What follows belongs to an exercise in optimizing a design on an open flow for small area; a production flow would make more cautious choices. In this exercise RTL edits were held to simulation tests only and were not proved equivalent to the original. Power is estimated from default activity; no workload was simulated.

### flow/design.v
module split_enc #(
    parameter CW  = 10,    
    parameter POS = 6,     
    parameter W   = 1,     
    parameter FB  = 8      
) (
    input  wire [CW-1:0]      c,
    output wire [POS+W-1:0]   v
);
    wire [CW-FB+1:0] major0 = {2'b00, c[CW-1:FB]};    
    wire             carry  = |c[FB-1:POS];
    wire [W-1:0]     major1;
    wire             over;
    generate
        if (W == 1) begin : g_w1
            assign major1 = major0[0] ^ carry;
            assign over   = (|major0[CW-FB+1:1]) | (major0[0] & carry);
        end else begin : g_w2
            assign major1 = {major0[1] ^ (major0[0] & carry), major0[0] ^ carry};
            assign over   = (|major0[CW-FB+1:2]) | (major0[1] & major0[0] & carry);
        end
    endgenerate
    assign v = over ? {(POS+W){1'b1}} : {major1, c[POS-1:0] & {POS{~carry}}};
endmodule
module nand_timing_unit (
    input  wire        clk,
    input  wire        rst,
    input  wire        wr_en,
    input  wire [4:0]  wr_addr,
    input  wire [31:0] wr_data,
    input  wire        start,
    input  wire [1:0]  op,
    input  wire        bus16,
    input  wire [31:0] mck_hz,
    output wire        ready,
    output wire        done,
    output reg  [7:0]  answer,
    output wire        unsupported,
    output wire [31:0] result,
    output wire [31:0] setup_reg,
    output wire [31:0] pulse_reg,
    output wire [31:0] cycle_reg,
    output wire [31:0] timings_reg,
    output wire [31:0] mode_reg
);
    localparam OP_NTC = 2'd0;
    localparam OP_PER = 2'd1;
    localparam OP_CYC = 2'd2;
    localparam [31:0] PS_LO = 32'hD4A5_1000;
    localparam [31:0] PS_HI = 32'd232;
    reg  [4:0]  ph;         
    reg         busy;
    reg  [3:0]  j;          
    reg  [1:0]  op_r;
    reg         bus16_r;
    wire ph0  = (ph == 5'd0);
    wire [4:0] ph_inc;
    wire [3:0] j_inc;
    inc #(.W(5)) u_ph_inc (.a(ph), .ci(1'b1), .s(ph_inc));
    inc #(.W(4)) u_j_inc  (.a(j),  .ci(1'b1), .s(j_inc));
    wire ph31 = (ph == 5'd31);
    wire per  = (op_r == OP_PER);
    wire ntc  = (op_r == OP_NTC);
    wire cyc  = (op_r == OP_CYC);
    assign ready = ~busy & ph31;
    wire   wr    = wr_en & ready;
    wire   go    = start & ready;
    reg [31:0] w [0:22];
    reg [31:0] B;           
    reg        b_v;
    reg [4:0]  b_a;
    always @(posedge clk) begin
        if (!busy || j == 4'd0)
            B <= ready ? (wr_en ? wr_data : mck_hz) : {B[30:0], w[0][31]};
        if (rst)
            b_v <= 1'b0;
        else if (ph31)
            b_v <= wr;
        if (ph31)
            b_a <= wr_addr;
    end
    genvar g;
    generate
        for (g = 0; g <= 22; g = g + 1) begin : g_w
            always @(posedge clk)
                w[g] <= {w[g][30:0], (b_v && b_a == g) ? B[31] : w[g][31]};
        end
    endgenerate
    reg [4:0] s;
    always @(*) begin
        s = 5'd0;
        case (op_r)
            OP_PER: s[0] = PS_LO[~ph];
            OP_CYC: s[0] = w[22][31];
            default: begin
                case (j)
                    4'd1:  s[0] = w[1][31];
                    4'd2:  s[3:0] = {w[5][31], w[4][31], w[3][31], w[2][31]};
                    4'd3:  s = {w[10][31], w[9][31], w[8][31], w[7][31], w[6][31]};
                    4'd4:  s[0] = w[11][31];
                    4'd5:  s[1:0] = {w[13][31], w[12][31]};
                    4'd6:  s[0] = w[14][31];
                    4'd7:  s[0] = w[15][31];
                    4'd8:  s[0] = w[17][31];
                    4'd9:  s[0] = w[18][31];
                    4'd10: s[0] = w[19][31];
                    4'd11: s[0] = w[20][31];
                    4'd12: s[0] = w[21][31];
                    default: s[0] = w[16][31];
                endcase
            end
        endcase
    end
    reg  [4:0] alive;
    wire       m = |(alive & s);
    always @(posedge clk)
        alive <= ph31 ? 5'b11111 : (alive & (s | {5{~m}}));
    reg  [31:0] R;          
    reg  [31:0] Q;          
    wire [31:0] r_in = ph0 ? (per ? PS_HI : 32'd0) : R;
    wire [32:0] rs   = {r_in, m};
    wire [32:0] df;
    wire        ge;         
    add #(.W(33)) u_sub (.a(rs), .b(~{1'b0, B}), .ci(1'b1), .s(df), .co(ge));
    always @(posedge clk) begin
        R <= ge ? df[31:0] : rs[31:0];
        Q <= {Q[30:0], ge};
    end
    function lt_c11(input [10:0] c, input [10:0] x);
        integer n;
        begin
            lt_c11 = 1'b0;
            for (n = 0; n < 11; n = n + 1)
                lt_c11 = x[n] ? (~c[n] | lt_c11) : (~c[n] & lt_c11);
        end
    endfunction
    reg  [9:0]  dq;         
    wire [10:0] dq2;
    dec #(.W(11)) u_dq (.a(ph0 ? {10'd0, ge} : {dq, ge}), .bi(Q[31]), .s(dq2));
    wire        dq_lo = dq2[10] & ~(&dq2[9:1]);                   
    wire        dq_hi = ~dq2[10] & lt_c11(11'd300, dq2);           
    always @(posedge clk)
        dq <= dq_lo ? 10'h3fe : (dq_hi ? 10'd300 : dq2[9:0]);
    wire        rem  = |R;
    reg         rem0;                    
    wire [31:0] cq;
    inc #(.W(32)) u_cq (.a(Q), .ci(rem & ~per), .s(cq));
    wire [9:0]  c10  = ((|Q[31:10]) | (&Q[9:0])) ? 10'd1023 : cq[9:0];
    wire [10:0] dd;
    wire [10:0] dd1;
    inc #(.W(11)) u_dd1 (.a({dq[9], dq}), .ci(rem & ~rem0), .s(dd1));
    dec #(.W(11)) u_dd  (.a(dd1), .bi(rem0 & ~rem), .s(dd));
    wire        pos  = ~dd[10] & (|dd[9:0]);
    wire [7:0]  ws8  = pos ? ((|dd[9:8]) ? 8'd255 : dd[7:0]) : 8'd0;
    reg  [9:0]  A;          
    wire [9:0]  a_nc;
    wire        c_gt;       
    add #(.W(10)) u_cmp (.a(A), .b(~c10), .ci(1'b1), .s(a_nc), .co(c_gt_n));
    wire        c_gt_n;
    assign      c_gt = ~c_gt_n;
    wire [9:0]  mx   = c_gt ? c10 : A;
    wire [9:0]  asum;
    wire        a_co;
    add #(.W(10)) u_sum (.a(A), .b(c10), .ci(1'b0), .s(asum), .co(a_co));
    wire [9:0]  anew = a_co ? 10'd1023 : asum;
    wire [9:0]  V    = (j == 4'd5 || j == 4'd14) ? mx : c10;
    wire [5:0] e_s;
    wire [8:0] e_c;
    split_enc #(.CW(8),  .POS(5), .W(1), .FB(7)) u_enc_s (.c(ws8), .v(e_s));
    split_enc #(.CW(10), .POS(7), .W(2), .FB(8)) u_enc_c (.c(V),   .v(e_c));
    function [6:0] c2p(input [8:0] c);
        c2p = (c[8] || (c[7] && c[6])) ? 7'h7f : (c[6] ? 7'h40 : {c[7], c[5:0]});
    endfunction
    function [3:0] c2m(input [8:0] c);
        c2m = (c[8:7] != 2'd0 || (c[6] && c[5:3] != 3'd0)) ? 4'hf :
              ((c[5:3] != 3'd0) ? 4'h8 : {c[6], c[2:0]});
    endfunction
    wire [6:0] e_p = c2p(e_c);
    wire [3:0] e_m = c2m(e_c);
    reg [5:0] f_s;
    reg [6:0] f_p0, f_p2;
    reg [8:0] f_c0;
    reg [3:0] f_m0, f_m1, f_m2, f_m3, f_m4;
    reg [3:0] tdf;
    wire post = busy & ph0 & ntc;
    always @(posedge clk) begin
        if (ph0)
            rem0 <= rem;
        if (post) begin
            case (j)
                4'd2: begin f_p0 <= e_p; A <= c10; end
                4'd3: begin f_s  <= e_s; A <= mx; end
                4'd4: begin A <= anew; end
                4'd5: begin f_c0 <= e_c; end
                4'd6: begin A <= c10; end
                4'd7: begin tdf <= pos ? ((|dd[9:4]) ? 4'd15 : dd[3:0]) : 4'd1; end
                4'd8: begin f_p2 <= e_p; A <= anew; end
                4'd9:  f_m0 <= e_m;
                4'd10: f_m1 <= e_m;
                4'd11: f_m2 <= e_m;
                4'd12: f_m3 <= e_m;
                4'd13: f_m4 <= e_m;
                default: ;
            endcase
        end
    end
    wire last = ntc ? (j == 4'd14) : (j == 4'd2);
    assign done = busy & ph0 & last;
    always @(posedge clk) begin
        if (rst) begin
            ph   <= 5'd0;
            busy <= 1'b0;
        end else begin
            ph <= ph_inc;
            if (go) begin
                busy    <= 1'b1;
                j       <= (op == OP_PER) ? 4'd1 : 4'd0;
                op_r    <= op;
                bus16_r <= bus16;
            end else if (busy) begin
                if (ph31)
                    j <= j_inc;
                if (done)
                    busy <= 1'b0;
            end
        end
    end
    wire b_zero = (B == 32'd0);
    function lt_c32(input [31:0] x, input [31:0] c);
        integer n;
        begin
            lt_c32 = 1'b0;
            for (n = 0; n < 32; n = n + 1)
                lt_c32 = c[n] ? (~x[n] | lt_c32) : (~x[n] & lt_c32);
        end
    endfunction
    always @(*) begin
        case (op_r)
            OP_PER:  answer = b_zero ? 8'h13 : (lt_c32(B, 32'd233) ? 8'h14 : 8'h00);
            2'd3:    answer = 8'h12;
            default: answer = b_zero ? 8'h15 : 8'h00;
        endcase
    end
    assign unsupported = lt_c32(w[16], 32'd30000);
    assign result      = cq;
    assign setup_reg   = {26'd0, f_s};
    assign pulse_reg   = {1'b0, e_p, 1'b0, f_p2, 1'b0, c2p(f_c0), 1'b0, f_p0};
    assign cycle_reg   = {7'd0, e_c, 7'd0, f_c0};
    assign timings_reg = {1'b1, 3'd0, f_m4, 4'd0, f_m3, 4'd0, f_m2, f_m1, f_m0};
    assign mode_reg    = {11'd0, 1'b1, tdf, 2'd0, 1'b0, bus16_r, 10'd0, 2'b11};
endmodule
module add #(parameter W = 8) (
    input  wire [W-1:0] a,
    input  wire [W-1:0] b,
    input  wire         ci,
    output wire [W-1:0] s,
    output wire         co
);
    wire [W:0] c;
    assign c[0] = ci;
    genvar i;
    generate
        for (i = 0; i < W; i = i + 1) begin : g
            assign s[i]   = a[i] ^ b[i] ^ c[i];
            assign c[i+1] = (a[i] & b[i]) | (c[i] & (a[i] ^ b[i]));
        end
    endgenerate
    assign co = c[W];
endmodule
module inc #(parameter W = 8) (
    input  wire [W-1:0] a,
    input  wire         ci,
    output wire [W-1:0] s
);
    wire [W:0] c;
    assign c[0] = ci;
    genvar i;
    generate
        for (i = 0; i < W; i = i + 1) begin : g
            assign s[i]   = a[i] ^ c[i];
            assign c[i+1] = a[i] & c[i];
        end
    endgenerate
endmodule
module dec #(parameter W = 8) (
    input  wire [W-1:0] a,
    input  wire         bi,
    output wire [W-1:0] s
);
    wire [W:0] b;
    assign b[0] = bi;
    genvar i;
    generate
        for (i = 0; i < W; i = i + 1) begin : g
            assign s[i]   = a[i] ^ b[i];
            assign b[i+1] = ~a[i] & b[i];
        end
    endgenerate
endmodule
### flow/standard.sh
#!/bin/bash
# synth_recipe.tcl (not shown) runs the flow's synth.tcl, then flattens the netlist and writes it again
# the make line also repeats each setting of config.mk as NAME=value (left out here)
make -C /OpenROAD-flow-scripts/flow DESIGN_CONFIG=/design/flow/config.mk WORK_HOME=/design/flow/orfs CLKGATE_MAP_FILE= SYNTH_SCRIPT=/design/flow/synth_recipe.tcl "${@:-finish}"
### flow/constraint.sdc
create_clock -name core_clock -period 12.0 [get_ports {clk}]
set_input_delay 2.4000 -clock core_clock [delete_from_list [all_inputs] [get_ports {clk}]]
set_output_delay 2.4000 -clock core_clock [all_outputs]
set_load 0.01 [all_outputs]
### flow/config.mk
export PLATFORM = sky130hd
export DESIGN_NAME = nand_timing_unit
export DESIGN_NICKNAME = nand_timing_unit
export VERILOG_FILES = /design/flow/design.v
export SDC_FILE = /design/flow/constraint.sdc
export NUM_CORES = 4
export LEC_CHECK = 0
export CAP_MARGIN = 20
export CORE_MARGIN = 2
export CORE_UTILIZATION = 55
export PLACE_DENSITY = 0.7
export SLEW_MARGIN = 20
### flow/flow/run.sh
#!/bin/bash
# Layout flow: the standard ORFS flow (standard.sh) with two changes:
#  - the port buffers are the smallest buffer cell, sky130_fd_sc_hd__buf_1;
#  - the clock tree clusters up to 18 flip-flops within 60 um on each leaf
#    buffer, builds the tree of sky130_fd_sc_hd__clkbuf_8 only, and inserts
#    no dummy loads.
# standard.sh's output goes to standard.log here; ORFS keeps each step's full
# log under orfs/logs.
set -euo pipefail
cd "$(dirname "$0")/.."
export BUFFER_PORTS_ARGS="-buffer_cell sky130_fd_sc_hd__buf_1"
export CTS_ARGS="-sink_clustering_enable -repair_clock_nets -dont_use_dummy_load -sink_clustering_size 18 -sink_clustering_max_diameter 60 -buf_list sky130_fd_sc_hd__clkbuf_8"
bash standard.sh > standard.log 2>&1
==> flow_metrics.py, run 1 <==
metrics = {
    "die": {
        "core_area_um2": 47450,
        "start_util_pct": 55.35,
        "io_pins": 279,
        "rows": 80,
        "die_x_um": 222.5,
        "die_y_um": 222.5,
        "dieArea_um2": 49510,
    },
    "clock_network": {
        "cts.sinks": 930,
        "cts_made_buffers": 61,
        "insertion_delay_ns": 0.67,
        "hold_buffers": 0,
        "cts_tree": "done",
        "root_buffer": "clkbuf_8",
        "clkTransAtPathRegs_ns": 0.10,
        "htree_levels": 2,
        "cts_buffer_depth": 3,
    },
    "pwr": {
        "pwr-share-comb_pct": 4.3,
        "power_uw": 4667,
        "p_sw_share_pct": 20.97,
        "p_int_uw": 3688,
        "p_clk_share_pct": 27.7,
        "power_density_nw_per_um2": 160.1,
        "leakage_uw": 0.01174,
        "switching_power_uw": 978.8,
        "peakVddDrop_v": 0.0001365,
        "pwr-share-seq_pct": 68.0,
    },
    "placed_design": {
        "post-dp-hpwl_um": 29790,
        "gp_congestion": 0.8703,
        "io_buffers": 191,
        "placed_cells": 2688,
    },
    "critical_path": {
        "cp_common_cell": "fa_2",
        "r2r_slack_ns": -3.07,
        "cp-startpoint": "ph[0]$_SDFF_PP0_",
        "required_ns": 12.61,
        "crit_path_max_fanout": 4,
        "r2r_start": "ph[0]$_SDFF_PP0_",
        "regToRegEndpoint": "dq[0]$_SDFF_PP0_",
        "endpoint": "dq[0]$_SDFF_PP0_",
        "cpMaxStageDelayCell": "mux4_2",
        "crit_arrival_ns": 15.68,
        "cp-end-kind": "flip-flop",
        "crit_type": "flip-flop to flip-flop",
        "rr_worst_depth": 53,
        "critical-path-max-stage-delay_ns": 0.49,
        "cp-start-kind": "flip-flop",
    },
    "timing": {
        "fmax_ghz": 0.06634,
        "relSlewSlack_pct": 33.50,
        "worst_pin_slew_ns": 0.9954,
        "finalSetupViolCount": 43,
        "rsz0062_at_grt": "true",
        "period_needed_ns": 15.07,
        "hold_violations": 0,
        "setup_tns_ns": -88.58,
        "fin_skew_ns": 0.06353,
        "finalWorstSetupSlack_ns": -3.075,
        "fin_crit_sh_pct": 125.6,
        "drv_slew": 0,
    },
    "yosys": {
        "syn_area_um2": 26260,
        "ys.warnings.count": 2,
        "synth-async-reset-ratio_pct": 0,
        "ys_ff_latch": 930,
        "synthDistinctLibCells": 68,
        "syn_avg_cell_area_um2": 14.24,
        "yosysSeqAreaShare_pct": 75.01,
        "synth-main-ff-cell": "dfxtp_1",
        "synthCells": 1844,
        "synth-edff-count": 108,
    },
    "global_routing": {
        "grt_pass1_wl_um": 68080,
        "track_usage_pct": 17.30,
        "first_global_vias": 13276,
        "antenna_found_initial": 4,
        "grt_max_degree": 66,
        "overflow": 0,
    },
    "detailed_routing": {
        "drtAntennaViolNets": 0,
        "drcViolationCount": 0,
        "drt_iter0_markers": 683,
        "route.detailed.wl_per_inst_um": 15.50,
        "vias": 13383,
        "drtPass1Iterations": 5,
        "viasPerCell": 4.854,
        "routed_wl_um": 42730,
    },
    "final_layout": {
        "final_nets": 2350,
        "final_common_cell": "dfxtp_1",
        "fill_cells": 3651,
        "drive_gt1_share_pct": 11.68,
        "area_delta_synth_final_pct": 10.99,
        "layout_common_cells": "820 x dfxtp_1, 190 x buf_1, 113 x nand2_1, 108 x edfxtp_1, 87 x conb_1",
        "fin_cells": 2757,
    },
    "status": {
        "check.faults": "negative setup slack",
        "status": "failed layout checks",
    },
    "min_path": {
        "hold_class": "flip-flop to flip-flop",
    },
    "job": {
        "drv_cap": 0,
    },
}
==> logic make-up (layout without fill, tap and decap cells) <==
group,after synthesis,after routing,synth area share (%)
muxes,68,68,2.759
DFF,930,930,75.01
AOI/OAI and AO/OA,203,203,4.736
other,2,89,0.02860
and+or+nand+nor,317,317,5.898
xor gates and xnor gates,5,5,0.1667
buffers and inverters,187,398,3.940
adders and majority gates,132,132,7.461
==> synthesized netlist by cell type, types with 11 or more instances <==
library cell  instances  area (um2)
dfxtp_1             822       16460
nand2_1             114       427.9
edfxtp_1            108        3243
ha_1                 91        1139
o21ai_0              91       455.4
buf_4                88       660.6
inv_1                56       210.2
nor2_1               45       168.9
mux2i_1              42       420.4
fa_1                 41       820.8
nand3_1              39       195.2
a21oi_1              38       190.2
clkbuf_1             36       135.1
nor4_1               26       162.7
mux2_2               25       281.5
nor3_1               17       85.08
and3_1               15       93.84
nand2b_1             13       81.33
nor2b_1              12       75.07
nand4_1              11       68.82
==> power groups by stage <==
stage / registers, uW / clock network (uW) / logic [uW]
2_1_floorplan: 3240 / 0 / 146
3_3_place_gp: 3240 / 0 / 190
6_report: 3170 / 1290 / 199
3_5_place_dp: 3240 / 0 / 195
4_1_cts: 3170 / 1340 / 200
5_1_grt: 3180 / 1450 / 222
==> metal layers <==
layer	vias up	track usage (%)	wire length [um]
met3	77	3.610	2288
met1	6371	23.33	19620
met4	4	6.668	1264
li1	6578	-	-
met5	-	0	23
met2	353	27.63	19530
==> sequential cells by signal, indices dropped and copies added (netlist names), 5 cells and up <==
name and flops:
R 32, ph 5, f_p2 7, w 736, dq 10, Q 32
alive 5, f_p0 7, B 32, b_a 5, A 10, f_c0 9
f_s 6
==> critical path: cells and delay by family (launching register included) <==
kind / cells / cell delay, ns
DFF: 1 / 0.38
muxes: 1 / 0.49
buffers and inverters: 1 / 0.07
AOI/OAI and AO/OA: 7 / 1.05
adders and majority gates: 40 / 12.56
and+or+nand+nor: 4 / 0.49
==> area by class of cell <==
type / instances / area, um2 / area share [%]
sequential: 930 / 19700 / 67.60
multi-input combinational: 812 / 6158 / 21.13
timing repair buffer: 280 / 1451 / 4.980
clock buffer: 61 / 839.6 / 2.880
tap: 615 / 769.5 / 2.640
inverter: 57 / 219.0 / 0.7512
antenna: 2 / 5.005 / 0.01717
==> stage by stage <==
stage | hold WS, ns | worst slack (ns) | instance area, um2 | utilization (%)
final | 0.2773 | -3.075 | 29150 | 61.43
after global routing | 0.2838 | -3.381 | 29150 | 61.43
after CTS | 0.2796 | -3.009 | 29120 | 61.38
after detailed placement | 0.3121 | -3.221 | 28100 | 59.22
after global placement | 0.3097 | -2.947 | 28090 | 59.21
after floorplan | 0.3096 | -2.580 | 26810 | -
==> worst min path at each step <==
| stage | startpoint | to | slack (ns) | cells past startpoint |
|---|---|---|---|---|
| finish | w[14][4]$_DFF_P_ | w[14][5]$_DFF_P_ | 0.28 | 0 |
| global route | w[12][20]$_DFF_P_ | w[12][21]$_DFF_P_ | 0.28 | 0 |
| CTS | w[12][20]$_DFF_P_ | w[12][21]$_DFF_P_ | 0.28 | 0 |
| detailed placement | w[21][21]$_DFF_P_ | w[21][22]$_DFF_P_ | 0.31 | 0 |
| global placement | w[12][27]$_DFF_P_ | w[12][28]$_DFF_P_ | 0.31 | 0 |
| floorplan | w[0][9]$_DFF_P_ | w[0][10]$_DFF_P_ | 0.31 | 0 |
==> what timing repair did <==
| action | in CTS | in global routing |
|---|---|---|
| setup endpoints to repair | 43 | 43 |
| gates cloned | 2 | 0 |
| gates resized for setup | 20 | 8 |
| setup buffers | 4 | 1 |
| pin swaps | 5 | 3 |
==> inputs of run 2 (changes only) <==
--- a/flow/design.v
+++ b/flow/design.v
@@ -123,3 +123,8 @@
     wire        ge;         
-    add #(.W(33)) u_sub (.a(rs), .b(~{1'b0, B}), .ci(1'b1), .s(df), .co(ge));
+    wire [20:0] d_lo;
+    wire        c_lo;
+    add #(.W(21)) u_sub_lo (.a(rs[20:0]), .b(~B[20:0]), .ci(1'b1), .s(d_lo), .co(c_lo));
+    wire [12:0] d_hi = {1'b0, rs[32:21]} + {1'b0, ~{1'b0, B[31:21]}} + {12'd0, c_lo};
+    assign df = {d_hi[11:0], d_lo};
+    assign ge = d_hi[12];
     always @(posedge clk) begin
@@ -128,17 +133,13 @@
     end
-    function lt_c11(input [10:0] c, input [10:0] x);
-        integer n;
-        begin
-            lt_c11 = 1'b0;
-            for (n = 0; n < 11; n = n + 1)
-                lt_c11 = x[n] ? (~c[n] | lt_c11) : (~c[n] & lt_c11);
-        end
-    endfunction
     reg  [9:0]  dq;         
-    wire [10:0] dq2;
-    dec #(.W(11)) u_dq (.a(ph0 ? {10'd0, ge} : {dq, ge}), .bi(Q[31]), .s(dq2));
-    wire        dq_lo = dq2[10] & ~(&dq2[9:1]);                   
-    wire        dq_hi = ~dq2[10] & lt_c11(11'd300, dq2);           
-    always @(posedge clk)
-        dq <= dq_lo ? 10'h3fe : (dq_hi ? 10'd300 : dq2[9:0]);
+    reg         dq_hi, dq_lo;
+    wire [9:0]  dq_in = ph0 ? 10'd0 : dq;
+    wire [9:0]  dq_m1;
+    dec #(.W(10)) u_dq (.a(dq_in), .bi(1'b1), .s(dq_m1));
+    wire        dq_dn = ~ge & Q[31];
+    always @(posedge clk) begin
+        dq    <= dq_dn ? {dq_m1[8:0], 1'b1} : {dq_in[8:0], ge ^ Q[31]};
+        dq_hi <= ~ph0 & (dq_hi | (~dq_lo & ~dq_in[9] & dq_in[8]));
+        dq_lo <= ~ph0 & (dq_lo | (~dq_hi & dq_in[9] & ~(&dq_in[8:0])));
+    end
     wire        rem  = |R;
@@ -152,4 +153,5 @@
     dec #(.W(11)) u_dd  (.a(dd1), .bi(rem0 & ~rem), .s(dd));
-    wire        pos  = ~dd[10] & (|dd[9:0]);
-    wire [7:0]  ws8  = pos ? ((|dd[9:8]) ? 8'd255 : dd[7:0]) : 8'd0;
+    wire        big  = ~dq_lo & (dq_hi | (~dd[10] & (|dd[9:8])));    
+    wire        pos  = ~dq_lo & (big | (~dd[10] & (|dd[9:0])));      
+    wire [7:0]  ws8  = pos ? (big ? 8'd255 : dd[7:0]) : 8'd0;
     reg  [9:0]  A;          
@@ -195,3 +197,3 @@
                 4'd6: begin A <= c10; end
-                4'd7: begin tdf <= pos ? ((|dd[9:4]) ? 4'd15 : dd[3:0]) : 4'd1; end
+                4'd7: begin tdf <= pos ? ((big | (|dd[7:4])) ? 4'd15 : dd[3:0]) : 4'd1; end
                 4'd8: begin f_p2 <= e_p; A <= anew; end
==> run 2 against run 1 <==
The run now finishes clean. Maximum frequency is 32% higher. Via count increased by 0.29%. Clock power is essentially flat. Largest power group unchanged. Worst setup slack gained 3.6 ns. Critical path type unchanged. Final cell count up 0.29%.
==> flow_metrics.py, run 2 <==
metrics = {
    "die": {
        "start_util_pct": 55.71,
        "die_x_um": 223.7,
        "die_y_um": 223.7,
        "dieArea_um2": 50040,
        "core_area_um2": 47650,
        "io_pins": 279,
        "rows": 80,
    },
    "global_routing": {
        "antenna_found_initial": 1,
        "first_global_vias": 13170,
        "overflow": 0,
        "grt_pass1_wl_um": 69080,
        "grt_max_degree": 66,
        "track_usage_pct": 17.51,
    },
    "detailed_routing": {
        "drcViolationCount": 0,
        "drtPass1Iterations": 5,
        "vias": 13422,
        "drt_iter0_markers": 680,
        "viasPerCell": 4.854,
        "routed_wl_um": 44070,
        "drtAntennaViolNets": 0,
        "route.detailed.wl_per_inst_um": 15.94,
    },
    "pwr": {
        "leakage_uw": 0.01156,
        "power_density_nw_per_um2": 182.1,
        "p_int_uw": 3974,
        "p_clk_share_pct": 24.8,
        "switching_power_uw": 1250,
        "p_sw_share_pct": 23.93,
        "pwr-share-comb_pct": 11.9,
        "peakVddDrop_v": 0.0001414,
        "pwr-share-seq_pct": 63.3,
    },
    "critical_path": {
        "cp_common_cell": "fa_2",
        "crit_arrival_ns": 11.94,
        "crit_path_max_fanout": 9,
        "cp-start-kind": "flip-flop",
        "cp-end-kind": "flip-flop",
        "crit_type": "flip-flop to flip-flop",
        "cpMaxStageDelayCell": "edfxtp_1",
        "critical-path-max-stage-delay_ns": 0.42,
        "required_ns": 12.47,
    },
    "timing": {
        "relSlewSlack_pct": 26.29,
        "finalSetupViolCount": 0,
        "fin_skew_ns": 0.09007,
        "fmax_ghz": 0.08724,
        "period_needed_ns": 11.46,
        "worst_pin_slew_ns": 1.094,
        "rsz0062_at_grt": "false",
        "hold_ws_ns": 0.2740,
        "hold_violations": 0,
        "fin_crit_sh_pct": 95.52,
        "drv_slew": 0,
    },
    "final_layout": {
        "drive_gt1_share_pct": 6.142,
        "regMostFlops": "w",
        "fin_cells": 2765,
        "area_delta_synth_final_pct": 8.070,
        "fill_cells": 3758,
        "final_common_cell": "dfxtp_1",
        "largest_register_ff_count": 736,
        "final_nets": 2360,
        "stdcell_area_um2": 28690,
        "layout_common_cells": "823 x dfxtp_1, 190 x buf_1, 123 x nand2_1, 108 x edfxtp_1, 98 x ha_1",
    },
    "placed_design": {
        "placed_cells": 2697,
        "dpl_cell_area_um2": 27690,
        "gp_congestion": 0.8506,
        "post-dp-hpwl_um": 31180,
        "io_buffers": 191,
    },
    "status": {
        "status": "timing/DRC/antenna clean",
    },
    "yosys": {
        "synthDistinctLibCells": 64,
        "synthCells": 1919,
        "synth_area_leaders": "dfxtp_1 62%, edfxtp_1 12%, ha_1 4.8%, buf_4 2.5%, fa_1 2.4%",
        "synth_top_area_share_pct": 62.14,
        "synth-async-reset-ratio_pct": 0,
        "syn_area_um2": 26540,
        "ys_ff_latch": 932,
        "syn_avg_cell_area_um2": 13.83,
        "yosys.area.top_type": "dfxtp_1",
        "ys.warnings.count": 2,
        "synth_most_common_cell": "dfxtp_1",
        "synth.top_cells.by_count": "824 x dfxtp_1, 124 x nand2_1, 108 x edfxtp_1, 101 x ha_1, 89 x o21ai_0",
        "synth-main-ff-cell": "dfxtp_1",
        "synth-edff-count": 108,
        "yosysSeqAreaShare_pct": 74.36,
    },
    "clock_network": {
        "hold_buffers": 0,
        "cts_buffer_depth": 3,
        "htree_levels": 2,
        "cts.sinks": 932,
        "clkTransAtPathRegs_ns": 0.11,
        "root_buffer": "clkbuf_8",
        "cts_made_buffers": 61,
        "cts_tree": "done",
        "insertion_delay_ns": 0.68,
    },
    "min_path": {
        "hold_class": "flip-flop to flip-flop",
    },
    "job": {
        "drv_cap": 0,
    },
}
-- run 2: cell types whose count changed after synthesis, sizes merged, moves of 11 or more --
cell,previous run,this run
nor2,45,68
nand3,39,16
nand2b,13,24
inv,57,72
mux2,25,10
a21oi,38,74
-- run 2: stage by stage --
| stage | worst slack [ns] | util, % | TNS [ns] | power (uW) |
|---|---|---|---|---|
| 6_report | 0.5372 | 60.21 | 0 | 5224 |
| 5_1_grt | 0.03823 | 60.20 | 0 | 5462 |
| 4_1_cts | 0.02606 | 60.10 | 0 | 5270 |
| 3_5_place_dp | -0.1688 | 58.13 | -1.427 | 3922 |
| 3_3_place_gp | 0.04911 | 58.13 | 0 | 3900 |
| 2_1_floorplan | 0.04599 | - | 0 | 3784 |
-- run 2: area by class of cell --
class                   count  area (um2)  area share [%]
flip-flops and latches    932       19740           68.81
diodes                      1       2.502        0.008723
inverters                  72       270.3          0.9421
multi-input cells         874        6141           21.41
clock buffers              61       839.6           2.927
repair buffers            210       923.4           3.219
well taps                 615       769.5           2.682
-- run 2: worst max-delay path, delay by kind of cell, from the launching register on --
family | cells | cell delay (ns)
AND/OR/NAND/NOR | 5 | 1.02
flip-flops | 1 | 0.42
AO/OA/AOI/OAI | 7 | 0.95
multiplexers | 1 | 0.33
adder cells (fa/ha/maj) | 24 | 8.27
buffers and inverters | 3 | 0.30
-- run 2: worst paths after layout --
kind | from | to | slack [ns] | cells past startpoint
max | j[0]$_DFFE_PP_ | R[30]$_DFF_P_ | 0.54 | 40
max reg2reg | j[0]$_DFFE_PP_ | R[30]$_DFF_P_ | 0.54 | 40
min reg2reg | w[17][10]$_DFF_P_ | w[17][11]$_DFF_P_ | 0.27 | 0
min | w[17][10]$_DFF_P_ | w[17][11]$_DFF_P_ | 0.27 | 0
-- run 2: cells by family after synthesis --
family,after synthesis,synth area share [%]
fa+ha+maj,133,7.174
simple gates,344,6.264
other cells,2,0.02829
mux,63,2.470
buf+inv,198,4.044
compound gates,234,5.227
xor+xnor,13,0.4289
flops,932,74.36
-- run 2: repair_timing --
action / 4_1_cts / 5_1_grt
setup buffers: 1 / 3
endpoints found under the setup margin: 30 / 42
pin swaps: 2 / 7
gates cloned: 2 / 0
gates resized for setup: 7 / 12
-- run 2: layer usage --
metal	part of all wire (%)	global-route usage (%)	vias to the layer above	wire length, um
li1	-	-	6675	-
met1	48	24.69	6384	21280
met2	45	27.78	285	19830
met3	4.1	2.873	76	1803
met4	2.6	5.849	2	1140
met5	0.027	0	-	12
-- run 2: power groups by stage --
| stage | registers (uW) | logic, uW | clock network, uW |
|---|---|---|---|
| after floorplan | 3360 | 427 | 0 |
| after global placement | 3370 | 526 | 0 |
| after detailed placement | 3380 | 544 | 0 |
| after CTS | 3310 | 611 | 1350 |
| after global routing | 3320 | 695 | 1450 |
| final | 3310 | 621 | 1300 |
==> inputs of run 3 (changes only) <==
--- a/flow/design.v
+++ b/flow/design.v
@@ -133,2 +133,3 @@
     end
+    reg         rem0;       
     reg  [9:0]  dq;         
@@ -138,5 +139,7 @@
     dec #(.W(10)) u_dq (.a(dq_in), .bi(1'b1), .s(dq_m1));
-    wire        dq_dn = ~ge & Q[31];
+    wire        dq_e  = ph31 & rem0;
+    wire        dq_dn = ge ? (Q[31] & dq_e) : (Q[31] | dq_e);
+    wire        dq_b0 = ge ^ Q[31] ^ dq_e;
     always @(posedge clk) begin
-        dq    <= dq_dn ? {dq_m1[8:0], 1'b1} : {dq_in[8:0], ge ^ Q[31]};
+        dq    <= dq_dn ? {dq_m1[8:0], dq_b0} : {dq_in[8:0], dq_b0};
         dq_hi <= ~ph0 & (dq_hi | (~dq_lo & ~dq_in[9] & dq_in[8]));
@@ -145,3 +148,2 @@
     wire        rem  = |R;
-    reg         rem0;                    
     wire [31:0] cq;
@@ -150,5 +152,3 @@
     wire [10:0] dd;
-    wire [10:0] dd1;
-    inc #(.W(11)) u_dd1 (.a({dq[9], dq}), .ci(rem & ~rem0), .s(dd1));
-    dec #(.W(11)) u_dd  (.a(dd1), .bi(rem0 & ~rem), .s(dd));
+    inc #(.W(11)) u_dd (.a({dq[9], dq}), .ci(rem), .s(dd));
     wire        big  = ~dq_lo & (dq_hi | (~dd[10] & (|dd[9:8])));    
==> run 3 against run 2 <==
Cell area shrank 0.24%. Critical path type unchanged. Combinational power hardly changed. Highest routed layer unchanged. Worst hold slack improved by 0.022 ns. Flip-flop and latch count did not move.
==> flow_metrics.py, run 3 <==
metrics = {
    "status": {
        "status": "timing/DRC/antenna clean",
    },
    "yosys": {
        "synthSimpleGateAreaFrac_pct": 5.976,
        "ys.warnings.count": 2,
        "synth-edff-count": 108,
        "synth-xor-area-share_pct": 0.5321,
        "yosys.area.top_type": "dfxtp_1",
        "yosysSeqAreaShare_pct": 74.95,
        "synth_most_common_cell": "dfxtp_1",
        "synthAdderAreaFrac_pct": 6.717,
        "synth_top_family_by_area": "adder cells",
        "synth_top_area_share_pct": 62.63,
        "synth-main-ff-cell": "dfxtp_1",
        "synthDistinctLibCells": 63,
        "synth_area_leaders": "dfxtp_1 63%, edfxtp_1 12%, ha_1 4.3%, buf_4 2.5%, fa_1 2.4%",
        "syn_area_um2": 26340,
        "synth.top_cells.by_count": "824 x dfxtp_1, 119 x nand2_1, 108 x edfxtp_1, 91 x ha_1, 90 x a21oi_1",
        "synth-async-reset-ratio_pct": 0,
        "syn_avg_cell_area_um2": 13.90,
        "muxShareOfSynthArea_pct": 2.062,
        "ys_ff_latch": 932,
        "synthCells": 1895,
        "synth_compound_area_share_pct": 5.796,
    },
    "global_routing": {
        "grt_pass1_wl_um": 69500,
        "grt_max_degree": 66,
        "overflow": 0,
        "first_global_vias": 13291,
        "track_usage_pct": 17.60,
        "antenna_found_initial": 1,
    },
    "clock_network": {
        "root_buffer": "clkbuf_8",
        "htree_levels": 2,
        "cts_buffer_depth": 3,
        "hold_buffers": 0,
        "cts.sinks": 932,
        "insertion_delay_ns": 0.67,
        "cts_tree": "done",
        "cts_made_buffers": 61,
        "clkTransAtPathRegs_ns": 0.10,
    },
    "detailed_routing": {
        "route.detailed.wl_per_inst_um": 15.66,
        "drtPass1Iterations": 7,
        "drcViolationCount": 0,
        "viasPerCell": 4.871,
        "drt_iter0_markers": 810,
        "routed_wl_um": 43290,
        "vias": 13463,
        "drtAntennaViolNets": 0,
    },
    "placed_design": {
        "dpl_cell_area_um2": 27620,
        "post-place-ws_ns": -0.2791,
        "gp_congestion": 0.8586,
        "io_buffers": 191,
        "post-dp-hpwl_um": 30640,
    },
    "timing": {
        "drv_slew": 0,
        "setup_tns_ns": 0,
        "hold_violations": 0,
        "fmax_ghz": 0.08659,
        "fin_skew_ns": 0.05921,
        "period_needed_ns": 11.55,
        "fin_crit_sh_pct": 96.24,
        "finalSetupViolCount": 0,
        "finalWorstSetupSlack_ns": 0.4512,
        "relSlewSlack_pct": 29.31,
        "hold_ws_ns": 0.2962,
        "worst_pin_slew_ns": 1.051,
    },
    "critical_path": {
        "cp_common_cell": "fa_2",
        "crit_arrival_ns": 12.11,
        "cp-start-kind": "flip-flop",
        "path_buf_inv": 2,
        "crit_type": "flip-flop to flip-flop",
        "crit_path_max_fanout": 8,
        "path_delay_family": "adder cells",
        "critical-path-max-stage-delay_ns": 0.48,
        "cp-end-kind": "flip-flop",
        "required_ns": 12.56,
        "cpMaxStageDelayCell": "maj3_1",
    },
    "final_layout": {
        "multiInputGateArea_um2": 5989,
        "stdcell_area_um2": 28620,
        "final_nets": 2346,
        "drive_gt1_share_pct": 6.990,
        "final_common_cell": "dfxtp_1",
        "seq_area_um2": 19740,
        "fill_cells": 3699,
        "largest_register_ff_count": 736,
        "area_delta_synth_final_pct": 8.660,
        "layout_common_cells": "824 x dfxtp_1, 190 x buf_1, 119 x nand2_1, 108 x edfxtp_1, 89 x a21oi_1",
        "regMostFlops": "w",
    },
    "die": {
        "core_area_um2": 47550,
        "dieArea_um2": 49650,
        "die_y_um": 222.8,
        "io_pins": 279,
        "start_util_pct": 55.39,
        "die_x_um": 222.8,
        "rows": 80,
    },
    "pwr": {
        "leakage_uw": 0.01158,
        "power_uw": 5223,
        "power_density_nw_per_um2": 182.5,
        "peakVddDrop_v": 0.0001944,
    },
    "job": {
        "drv_cap": 0,
    },
    "min_path": {
        "hold_class": "flip-flop to flip-flop",
    },
}
==> run 3: changes by cell type after synthesis, sizes merged, moves of 6 or more <==
| cell | change |
|---|---|
| a211o | +9 |
| a21oi | +18 |
| a22oi | -9 |
| and2 | -12 |
| ha | -10 |
| inv | -8 |
| mux2i | -9 |
| nand2b | -6 |
| nor2b | +12 |
==> run 3: final cells by class <==
type	count	share of cell area, %
inverter	65	0.8613
sequential	932	68.97
tap	615	2.689
multi-input combinational	861	20.93
timing repair buffer	227	3.589
clock buffer	61	2.934
antenna	3	0.02623
==> run 3: power by group <==
| part | switching (uW) | total [uW] | internal (uW) |
|---|---|---|---|
| Sequential | 63.3 | 3310 | 3240 |
| Combinational | 345 | 624 | 278 |
| Clock | 837 | 1290 | 455 |
| Total | 1250 | 5220 | 3980 |
==> run 3: timing repair <==
item	in CTS	in global routing
buffers inserted	0	5
cloned	2	0
setup endpoints to repair	42	42
pin swaps	4	5
resized for setup	14	8
==> run 3: final timing paths <==
| check | startpoint | to | slack, ns | cells after the start |
|---|---|---|---|---|
| worst max-delay path | j[0]$_DFFE_PP_ | dq[2]$_DFF_P_ | 0.45 | 41 |
| worst min-delay path | w[0][16]$_DFF_P_ | w[0][17]$_DFF_P_ | 0.30 | 0 |
| worst max register to register | j[0]$_DFFE_PP_ | dq[2]$_DFF_P_ | 0.45 | 41 |
| worst min register to register | w[0][16]$_DFF_P_ | w[0][17]$_DFF_P_ | 0.30 | 0 |
==> run 3: metal layers <==
| metal | share of wire (%) | GRT usage (%) |
|---|---|---|
| met5 | 0.030 | 0 |
| met4 | 2.2 | 5.737 |
| met3 | 5.1 | 2.936 |
| met2 | 45 | 27.97 |
| met1 | 47 | 24.78 |
==> run 3: cells by family after synthesis <==
logic type,count (synthesis)
XOR/XNOR,16
other,2
multiplexers,53
adder cells (fa/ha/maj),123
AND/OR/NAND/NOR,328
buffers and inverters,188
flip-flops,932
AO/OA/AOI/OAI,253
==> run 3: metrics by stage <==
| step | instances | utilization, % |
|---|---|---|
| after CTS | 2755 | 60.04 |
| after global routing | 2761 | 60.18 |
| after global placement | 2692 | 58.08 |
| final | 2764 | 60.19 |
| after detailed placement | 2692 | 58.08 |
| after floorplan | 1980 | - |

[afterwards: timing with drivers on the ports]
In the flow no input, the clock included, has a driving cell. The finished layouts below were timed again as built, in two steps.
Step 1 assumes that a clkbuf_16 drives the clock port and a buf_2 every other input.
Step 2 moves the port delays by t, midway between the first and last clock arrival at a register: inputs arrive t later, outputs are due t later. That takes back most of the time a late clock gives input paths.
Slacks: ideal / step 1 / step 2; pairs: ideal / step 1.
run | t (ns) | setup WS [ns] | worst setup path after step 2 | latest minus earliest clock arrival (ns)
run 1 | 0.688 | -3.075 / -3.075 / -3.075 | register to register | 0.075 / 0.075
run 2 | 0.681 | 0.537 / 0.537 / 0.537 | register to register | 0.091 / 0.090
run 3 | 0.689 | 0.451 / 0.451 / 0.451 | register to register | 0.061 / 0.061
